From an optimization exercise on the open Yosys and OpenROAD flow, aimed at small area, a short achievable clock period and few clock cycles; shortcuts taken in it are not production practice. Where RTL was checked, it was by simulation tests only, not by an equivalence proof against the original. Power and IR drop assume default switching activity.

== before ==
// esp32_frame_link
module esp32_frame_link (
    input  wire        clk,
    input  wire        rst,
    input  wire        rx_valid,
    input  wire [7:0]  rx_data,
    output wire        rx_ready,
    output wire        msg_valid,
    input  wire        msg_ready,
    output wire [7:0]  msg_data,
    output wire        msg_first,
    output wire        msg_last,
    output wire        rx_idle,
    output wire [31:0] cnt_msg,
    output wire [31:0] cnt_cobs_err,
    output wire [31:0] cnt_short,
    output wire [31:0] cnt_crc_err,
    output wire [31:0] cnt_acc_ovf,
    input  wire        tx_valid,
    input  wire [7:0]  tx_data,
    input  wire        tx_last,
    output wire        tx_ready,
    output wire        wire_valid,
    input  wire        wire_ready,
    output wire [7:0]  wire_data
);
    frame_rx u_rx (
        .clk(clk), .rst(rst),
        .rx_valid(rx_valid), .rx_data(rx_data), .rx_ready(rx_ready),
        .msg_valid(msg_valid), .msg_ready(msg_ready), .msg_data(msg_data),
        .msg_first(msg_first), .msg_last(msg_last), .rx_idle(rx_idle),
        .cnt_msg(cnt_msg), .cnt_cobs_err(cnt_cobs_err), .cnt_short(cnt_short),
        .cnt_crc_err(cnt_crc_err), .cnt_acc_ovf(cnt_acc_ovf)
    );
    frame_tx u_tx (
        .clk(clk), .rst(rst),
        .tx_valid(tx_valid), .tx_data(tx_data), .tx_last(tx_last), .tx_ready(tx_ready),
        .wire_valid(wire_valid), .wire_ready(wire_ready), .wire_data(wire_data)
    );
endmodule
Size: ~3700 cells after synthesis, ~1400 flip-flops, ~0.057 mm^2 of cells after synthesis.
==> flow/config.mk <==
export PLATFORM = sky130hd
export DESIGN_NAME = esp32_frame_link
export DESIGN_NICKNAME = esp32_frame_link
export VERILOG_FILES = /design/flow/design.v
export SDC_FILE = /design/flow/constraint.sdc
export NUM_CORES = 4
export LEC_CHECK = 0
export CAP_MARGIN = 20
export CORE_MARGIN = 2
export CORE_UTILIZATION = 65
export CTS_BUF_LIST = sky130_fd_sc_hd__clkbuf_8
export CTS_CLUSTER_DIAMETER = 40
export SLEW_MARGIN = 20
==> flow/constraint.sdc <==
create_clock -name core_clock -period 10.0 [get_ports {clk}]
set_input_delay 2.0000 -clock core_clock [delete_from_list [all_inputs] [get_ports {clk}]]
set_output_delay 2.0000 -clock core_clock [all_outputs]
set_load 0.01 [all_outputs]
standard.sh (not shown) runs the stock make flow with config.mk's settings and CLKGATE_MAP_FILE= SYNTH_SCRIPT=/design/flow/synth_recipe.tcl, a recipe that flattens the netlist after the stock synthesis.
==> flow/flow/run.sh <==
#!/bin/bash
set -o pipefail
export SETUP_SLACK_MARGIN=6.8
bash standard.sh > flow_standard.log 2>&1
Setup changes, before to after
--- a/flow/design.v
+++ b/flow/design.v
@@ -92,48 +92,46 @@
     assign msg_data  = od;
     assign msg_first = of;
     assign msg_last  = ol;
     assign rx_idle   = idle;
     integer i;
     always @(posedge clk) begin
         if (!hold) begin
             s_b <= rx_data;
             s_z <= (rx_data == 8'h00);
         end
         if (prod)
             mem[wp[5:0]] <= x;
-        if (ld) begin
-            od <= mem[rp[5:0]];
-            of <= nf;
-            ol <= lastb;
-        end
         for (i = 0; i < QD; i = i + 1) begin
             if (pop && i < QD - 1)
                 q[i] <= q[(i < QD - 1) ? i + 1 : i];
             if (commit && qidx == i)
                 q[i] <= wpm1[5:0];
         end
         if (rst) begin
             rdy  <= 1'b1;
             s_v  <= 1'b0;
             enc  <= 7'd0;
             rl   <= 6'd0;
             doom <= 1'b0;
             dsat <= 2'd0;
             crc  <= CRC_INIT;
             wp   <= 7'd0;
             fs   <= 7'd0;
             rp   <= 7'd0;
             qn   <= 3'd0;
             ov   <= 1'b0;
+            od   <= 8'h00;
+            of   <= 1'b0;
+            ol   <= 1'b0;
             nf   <= 1'b1;
             idle <= 1'b1;
             cnt_msg      <= 32'd0;
             cnt_cobs_err <= 32'd0;
             cnt_short    <= 32'd0;
             cnt_crc_err  <= 32'd0;
             cnt_acc_ovf  <= 32'd0;
         end else begin
             rdy <= room & qroom & !hold;
             if (!hold)
                 s_v <= xfer;
             if (judge | ovf) begin
@@ -162,24 +160,27 @@
             end else if (drop) begin
                 wp <= fs;
             end else if (prod) begin
                 wp <= wp + 7'd1;
             end
             if (commit & !pop)
                 qn <= qn + 3'd1;
             else if (!commit & pop)
                 qn <= qn - 3'd1;
             idle <= !(hold ? s_v : xfer) & (qn + {2'b00, commit} == {2'b00, pop}) &
                     !(ld | (ov & !msg_ready));
             if (ld) begin
+                od <= mem[rp[5:0]];
+                of <= nf;
+                ol <= lastb;
                 ov <= 1'b1;
                 nf <= lastb;
                 rp <= rp + 7'd1;
             end else if (msg_ready) begin
                 ov <= 1'b0;
             end
             if (commit)  cnt_msg      <= cnt_msg + 32'd1;
             if (e_cobs)  cnt_cobs_err <= cnt_cobs_err + 32'd1;
             if (e_short) cnt_short    <= cnt_short + 32'd1;
             if (e_crc)   cnt_crc_err  <= cnt_crc_err + 32'd1;
             if (ovf)     cnt_acc_ovf  <= cnt_acc_ovf + 32'd1;
         end
@@ -272,24 +273,25 @@
             fin   <= 1'b0;
             rsv   <= 1'b0;
             sl    <= 6'd0;
             wp    <= 7'd1;        
             rp    <= 7'd0;
             wi    <= {CW{1'b0}};
             ri    <= {CW{1'b0}};
             alloc <= {(CW+1){1'b0}};
             mc    <= {(CW+1){1'b0}};
             st    <= R_CODE;
             first <= 1'b1;
             wv    <= 1'b0;
+            wd    <= 8'h00;
         end else begin
             rdy <= room & aroom & !(xfer & tx_last) & !rsv;
             s_v <= xfer;
             nb  <= nb_n;
             if (s_v | take)
                 wp <= wp + 7'd1;
             if (s_v) begin
                 crc <= crc_next;
                 L   <= s_z ? 7'd0 : L + 7'd1;
             end
             fin <= s_v & s_l;
             if (fin) begin
[summary]
- Of after and before, it is after that has the higher area taken by multi-input logic gates.
- Re non-clock buffer count: before and after aren't equal, and the higher value belongs to after.
- Looking at post-route minimum period, after sits 0.083 ns above before.
- Global-route usage (higher): after
- after vs before on first-pass GRT wire length: after is the higher one.
- Compare before and after | combinational power lower: after
- Compared with before, after shows a lower worst hold slack.
Testbench counts of after, summed over its fixed seeds: cycles 32,702.
The RTL of before was laid out without a check of its function.


== old ==
esp32_frame_link, a different RTL version from the one above (not shown whole).
For scale: ~1400 flip-flops, roughly 57000 um2 of cells after synthesis.
==> module frame_rx, before the edit <==
module frame_rx #(
    parameter       QD       = 3,       
    parameter [7:0] CRC_POLY = 8'h07,
    parameter [7:0] CRC_INIT = 8'h00
) (
    input  wire        clk,
    input  wire        rst,
    input  wire        rx_valid,
    input  wire [7:0]  rx_data,
    output wire        rx_ready,
    output wire        msg_valid,
    input  wire        msg_ready,
    output wire [7:0]  msg_data,
    output wire        msg_first,
    output wire        msg_last,
    output wire        rx_idle,
    output reg  [31:0] cnt_msg,
    output reg  [31:0] cnt_cobs_err,
    output reg  [31:0] cnt_short,
    output reg  [31:0] cnt_crc_err,
    output reg  [31:0] cnt_acc_ovf
);
    reg       rdy;
    reg       s_v;
    reg [7:0] s_b;
    reg       s_z;
    wire      xfer = rx_valid & rdy;
    reg [6:0] enc;        
    reg [5:0] rl;         
    reg       doom;       
    reg [1:0] dsat;       
    reg [7:0] crc;
    reg [7:0] mem [0:63];
    reg [6:0] wp;         
    reg [6:0] fs;         
    reg [6:0] rp;         
    wire is_code = (rl == 6'd0);
    wire f_empty = (enc == 7'd0);
    wire f_full  = enc[6];                      
    wire dlm     = s_v & s_z & !f_empty;
    wire ovf     = s_v & !s_z & f_full;
    wire acc     = s_v & !s_z & !f_full;
    wire prod    = acc & (!is_code | !f_empty);
    wire [7:0] x = is_code ? 8'h00 : s_b;
    wire [7:0] crc_next;
    crc8_step #(.POLY(CRC_POLY)) u_crc (.crc_in(crc), .data(x), .crc_out(crc_next));
    wire cobs_bad = doom | !is_code;
    wire short_f  = (dsat != 2'd3);
    wire crc_bad  = (crc != 8'h00);
    wire good     = !cobs_bad & !short_f & !crc_bad;
    wire hold     = dlm & good & qfull;
    wire judge    = dlm & !hold;
    wire e_cobs   = judge & cobs_bad;
    wire e_short  = judge & !cobs_bad & short_f;
    wire e_crc    = judge & !cobs_bad & !short_f & crc_bad;
    wire commit   = judge & !cobs_bad & !short_f & !crc_bad;
    wire drop     = ovf | (judge & !commit);
    wire [6:0] wpm1 = wp - 7'd1;
    reg  [5:0] q [0:QD-1];
    reg  [2:0] qn;
    reg        ov, of, ol, nf;
    reg        idle;
    reg  [7:0] od;
    wire       can   = (qn != 3'd0);
    wire       ld    = can & (!ov | msg_ready);
    wire [5:0] rpn   = rp[5:0] + 6'd1;
    wire       lastb = (rpn == q[0]);
    wire       pop   = ld & lastb;
    wire [2:0] qidx  = qn - {2'b00, pop};
    wire [6:0] occ = wp - rp;
    wire       qfull = (qn == QD);
    wire       room  = ({1'b0, occ} + {7'd0, prod} + {7'd0, xfer}) <= 8'd63;
    wire       qroom = !(xfer & (rx_data == 8'h00) & (({1'b0, qn} + {3'd0, commit}) >= QD));
    assign rx_ready  = rdy;
    assign msg_valid = ov;
    assign msg_data  = od;
    assign msg_first = of;
    assign msg_last  = ol;
    assign rx_idle   = idle;
    integer i;
    always @(posedge clk) begin
        if (!hold) begin
            s_b <= rx_data;
            s_z <= (rx_data == 8'h00);
        end
        if (prod)
            mem[wp[5:0]] <= x;
        for (i = 0; i < QD; i = i + 1) begin
            if (pop && i < QD - 1)
                q[i] <= q[(i < QD - 1) ? i + 1 : i];
            if (commit && qidx == i)
                q[i] <= wpm1[5:0];
        end
        if (rst) begin
            rdy  <= 1'b1;
            s_v  <= 1'b0;
            enc  <= 7'd0;
            rl   <= 6'd0;
            doom <= 1'b0;
            dsat <= 2'd0;
            crc  <= CRC_INIT;
            wp   <= 7'd0;
            fs   <= 7'd0;
            rp   <= 7'd0;
            qn   <= 3'd0;
            ov   <= 1'b0;
            od   <= 8'h00;
            of   <= 1'b0;
            ol   <= 1'b0;
            nf   <= 1'b1;
            idle <= 1'b1;
            cnt_msg      <= 32'd0;
            cnt_cobs_err <= 32'd0;
            cnt_short    <= 32'd0;
            cnt_crc_err  <= 32'd0;
            cnt_acc_ovf  <= 32'd0;
        end else begin
            rdy <= room & qroom & !hold;
            if (!hold)
                s_v <= xfer;
            if (judge | ovf) begin
                enc  <= 7'd0;
                rl   <= 6'd0;
                doom <= 1'b0;
                dsat <= 2'd0;
                crc  <= CRC_INIT;
            end else if (acc) begin
                enc <= enc + 7'd1;
                if (is_code) begin
                    rl <= s_b[5:0] - 6'd1;
                    if (s_b[7] | (s_b[6] & (s_b[5:0] != 6'd0)))
                        doom <= 1'b1;
                end else begin
                    rl <= rl - 6'd1;
                end
                if (prod) begin
                    crc  <= crc_next;
                    dsat <= dsat + {1'b0, dsat != 2'd3};
                end
            end
            if (commit) begin
                wp <= wpm1;
                fs <= wpm1;
            end else if (drop) begin
                wp <= fs;
            end else if (prod) begin
                wp <= wp + 7'd1;
            end
            if (commit & !pop)
                qn <= qn + 3'd1;
            else if (!commit & pop)
                qn <= qn - 3'd1;
            idle <= !(hold ? s_v : xfer) & (qn + {2'b00, commit} == {2'b00, pop}) &
                    !(ld | (ov & !msg_ready));
            if (ld) begin
                od <= mem[rp[5:0]];
                of <= nf;
                ol <= lastb;
                ov <= 1'b1;
                nf <= lastb;
                rp <= rp + 7'd1;
            end else if (msg_ready) begin
                ov <= 1'b0;
            end
            if (commit)  cnt_msg      <= cnt_msg + 32'd1;
            if (e_cobs)  cnt_cobs_err <= cnt_cobs_err + 32'd1;
            if (e_short) cnt_short    <= cnt_short + 32'd1;
            if (e_crc)   cnt_crc_err  <= cnt_crc_err + 32'd1;
            if (ovf)     cnt_acc_ovf  <= cnt_acc_ovf + 32'd1;
        end
    end
endmodule
export LEC_CHECK = 0
export CAP_MARGIN = 20
export CORE_MARGIN = 2
export CORE_UTILIZATION = 65
export CTS_BUF_LIST = sky130_fd_sc_hd__clkbuf_8
export CTS_CLUSTER_DIAMETER = 150
export CTS_CLUSTER_SIZE = 14
export SLEW_MARGIN = 20
create_clock -name core_clock -period 10.0 [get_ports {clk}]
Scripts as last shown in full above: flow/flow/run.sh
Testbench counts of old, summed over its fixed seeds: cycles 32,702.
Input changes introduced in new (baseline for comparison: old):
--- a/flow/design.v
+++ b/flow/design.v
@@ -79,10 +79,10 @@
     reg  [7:0] od;
     wire       can   = (qn != 3'd0);
     wire       ld    = can & (!ov | msg_ready);
-    wire [5:0] rpn   = rp[5:0] + 6'd1;
-    wire       lastb = (rpn == q[0]);
+    reg  [1:0] qh, qt;    
+    wire [5:0] rpn2  = rp[5:0] + 6'd2;
+    wire       lastb = (rpn2 == q[qh]);
     wire       pop   = ld & lastb;
-    wire [2:0] qidx  = qn - {2'b00, pop};
     wire [6:0] occ = wp - rp;
     wire       qfull = (qn == QD);
     wire       room  = ({1'b0, occ} + {7'd0, prod} + {7'd0, xfer}) <= 8'd63;
@@ -93,7 +93,6 @@
     assign msg_first = of;
     assign msg_last  = ol;
     assign rx_idle   = idle;
-    integer i;
     always @(posedge clk) begin
         if (!hold) begin
             s_b <= rx_data;
@@ -101,12 +100,8 @@
         end
         if (prod)
             mem[wp[5:0]] <= x;
-        for (i = 0; i < QD; i = i + 1) begin
-            if (pop && i < QD - 1)
-                q[i] <= q[(i < QD - 1) ? i + 1 : i];
-            if (commit && qidx == i)
-                q[i] <= wpm1[5:0];
-        end
+        if (commit)
+            q[qt] <= wp[5:0];
         if (rst) begin
             rdy  <= 1'b1;
             s_v  <= 1'b0;
@@ -119,6 +114,8 @@
             fs   <= 7'd0;
             rp   <= 7'd0;
             qn   <= 3'd0;
+            qh   <= 2'd0;
+            qt   <= 2'd0;
             ov   <= 1'b0;
             od   <= 8'h00;
             of   <= 1'b0;
@@ -162,6 +159,10 @@
             end else if (prod) begin
                 wp <= wp + 7'd1;
             end
+            if (commit)
+                qt <= (qt == QD - 1) ? 2'd0 : qt + 2'd1;
+            if (pop)
+                qh <= (qh == QD - 1) ? 2'd0 : qh + 2'd1;
             if (commit & !pop)
                 qn <= qn + 3'd1;
             else if (!commit & pop)
==> comparison <==
new gives more fraction of the mapped netlist area in compound gates than old did.
Hold slack in new is 0.053 ns above old.
new vs old — total clock buffers created by CTS climbed slightly
new: final critical-path share of the clock period 0.64 points above old
When new is measured against old, its minimum setup slack among reg-to-reg paths turns out 0.19 ns lower.
Between new and old, the difference in placed instance area is negligible.
Looking at type of the worst setup path, the input port to flop result is from old; the flop to flop one comes from new.
Diff old -> new: number of logic stages on the critical path including buffering fell 8, met3 wire length dropped about 7.5%.
Die area delta (old -> new): insignificant
Against old, routed wire length in new fell slightly.
Testbench counts of new, summed over its fixed seeds: cycles 32,702.


## red
esp32_frame_link again, from the RTL that the note above started with.
clock: 10.0 ns
lec_check: 0
cap_margin: 20
core_margin: 2
core_utilization: 65
cts_buf_list: sky130_fd_sc_hd__clkbuf_8
cts_cluster_diameter: 150
cts_cluster_size: 14
slew_margin: 20
==> flow/flow/run.sh <==
#!/bin/bash
set -o pipefail
export SETUP_SLACK_MARGIN=6.6
bash standard.sh > flow_standard.log 2>&1
Testbench counts of red, summed over its fixed seeds: cycles 32,702.
Changes in blue relative to red:
-- flow/design.v --
<<< red, line 80
    wire       can   = (qn != 3'd0);
    wire       ld    = can & (!ov | msg_ready);
    wire [5:0] rpn   = rp[5:0] + 6'd1;
    wire       lastb = (rpn == q[0]);
    wire       pop   = ld & lastb;
    wire [2:0] qidx  = qn - {2'b00, pop};
    wire [6:0] occ = wp - rp;
    wire       qfull = (qn == QD);
>>> blue, line 80
    wire       can   = (qn != 3'd0);
    wire       ld    = can & (!ov | msg_ready);
    reg  [1:0] qh, qt;    
    wire [5:0] rpn2  = rp[5:0] + 6'd2;
    wire       lastb = (rpn2 == q[qh]);
    wire       pop   = ld & lastb;
    wire [6:0] occ = wp - rp;
    wire       qfull = (qn == QD);
<<< red, line 94
    assign msg_last  = ol;
    assign rx_idle   = idle;
    integer i;
    always @(posedge clk) begin
        if (!hold) begin
>>> blue, line 94
    assign msg_last  = ol;
    assign rx_idle   = idle;
    always @(posedge clk) begin
        if (!hold) begin
<<< red, line 102
        if (prod)
            mem[wp[5:0]] <= x;
        for (i = 0; i < QD; i = i + 1) begin
            if (pop && i < QD - 1)
                q[i] <= q[(i < QD - 1) ? i + 1 : i];
            if (commit && qidx == i)
                q[i] <= wpm1[5:0];
        end
        if (rst) begin
            rdy  <= 1'b1;
>>> blue, line 101
        if (prod)
            mem[wp[5:0]] <= x;
        if (commit)
            q[qt] <= wp[5:0];
        if (rst) begin
            rdy  <= 1'b1;
<<< red, line 120
            rp   <= 7'd0;
            qn   <= 3'd0;
            ov   <= 1'b0;
            od   <= 8'h00;
>>> blue, line 115
            rp   <= 7'd0;
            qn   <= 3'd0;
            qh   <= 2'd0;
            qt   <= 2'd0;
            ov   <= 1'b0;
            od   <= 8'h00;
<<< red, line 163
                wp <= wp + 7'd1;
            end
            if (commit & !pop)
                qn <= qn + 3'd1;
>>> blue, line 160
                wp <= wp + 7'd1;
            end
            if (commit)
                qt <= (qt == QD - 1) ? 2'd0 : qt + 2'd1;
            if (pop)
                qh <= (qh == QD - 1) ? 2'd0 : qh + 2'd1;
            if (commit & !pop)
                qn <= qn + 3'd1;
### Flow results
- Per the comparison of blue with red, per-cell routed wire length went down, number of nets with antenna violations after routing did not really move.
- Against red as the reference, blue delivers a higher worst stage delay on the critical path.
- On total routing resource utilization after global routing: between blue and red, it ends up higher for red.
- blue against red: hold slack went up 0.027 ns; synthesized area held; die area held steady; fraction of power consumed by combinational cells moved down.
- Register area: red vs blue — no meaningful difference
Testbench counts of blue, summed over its fixed seeds: cycles 32,702.

==> what the ideal ports hide <==
The results above use ideal ports. As a check the final layouts listed here were re-extracted and re-timed, cells and wires unchanged.
Step 1 sets driving cells, clkbuf_16 on the clock port and buf_2 on the other inputs (assumed; they add their load-dependent delay and slew).
Step 2 adds t to the input delays and takes it off the output delays; t is the mean of the earliest and latest rising clock arrival at the registers after step 1. Input paths then give back, and output paths get back, about the clock's delay inside the block.
Three values: ideal ports, drivers, drivers and shift; two values: the first two.
| run | t (ns) | setup WS [ns] | worst hold slack (ns) | clock arrival spread, ns | pins driven straight from the clock port |
|---|---|---|---|---|---|
| before | 0.947 | 6.516 / 6.452 / 5.878 | 0.445 / 0.445 / 0.445 | 0.053 / 0.052 | 1 |
| after | 0.929 | 6.433 / 6.433 / 5.824 | 0.430 / 0.430 / 0.430 | 0.061 / 0.062 | 1 |
| old | 0.869 | 6.630 / 6.600 / 5.793 | 0.443 / 0.443 / 0.443 | 0.064 / 0.064 | 1 |
| new | 0.825 | 6.566 / 6.566 / 5.959 | 0.496 / 0.496 / 0.496 | 0.060 / 0.059 | 1 |
| red | 0.849 | 6.515 / 6.515 / 5.799 | 0.459 / 0.459 / 0.459 | 0.040 / 0.040 | 1 |
| blue | 0.861 | 6.491 / 6.491 / 5.796 | 0.486 / 0.486 / 0.486 | 0.040 / 0.039 | 1 |
After both steps every run listed still meets setup and hold. The setup slack of old, which loses most, moves by -0.030 ns with the drivers and by -0.837 ns with both steps.
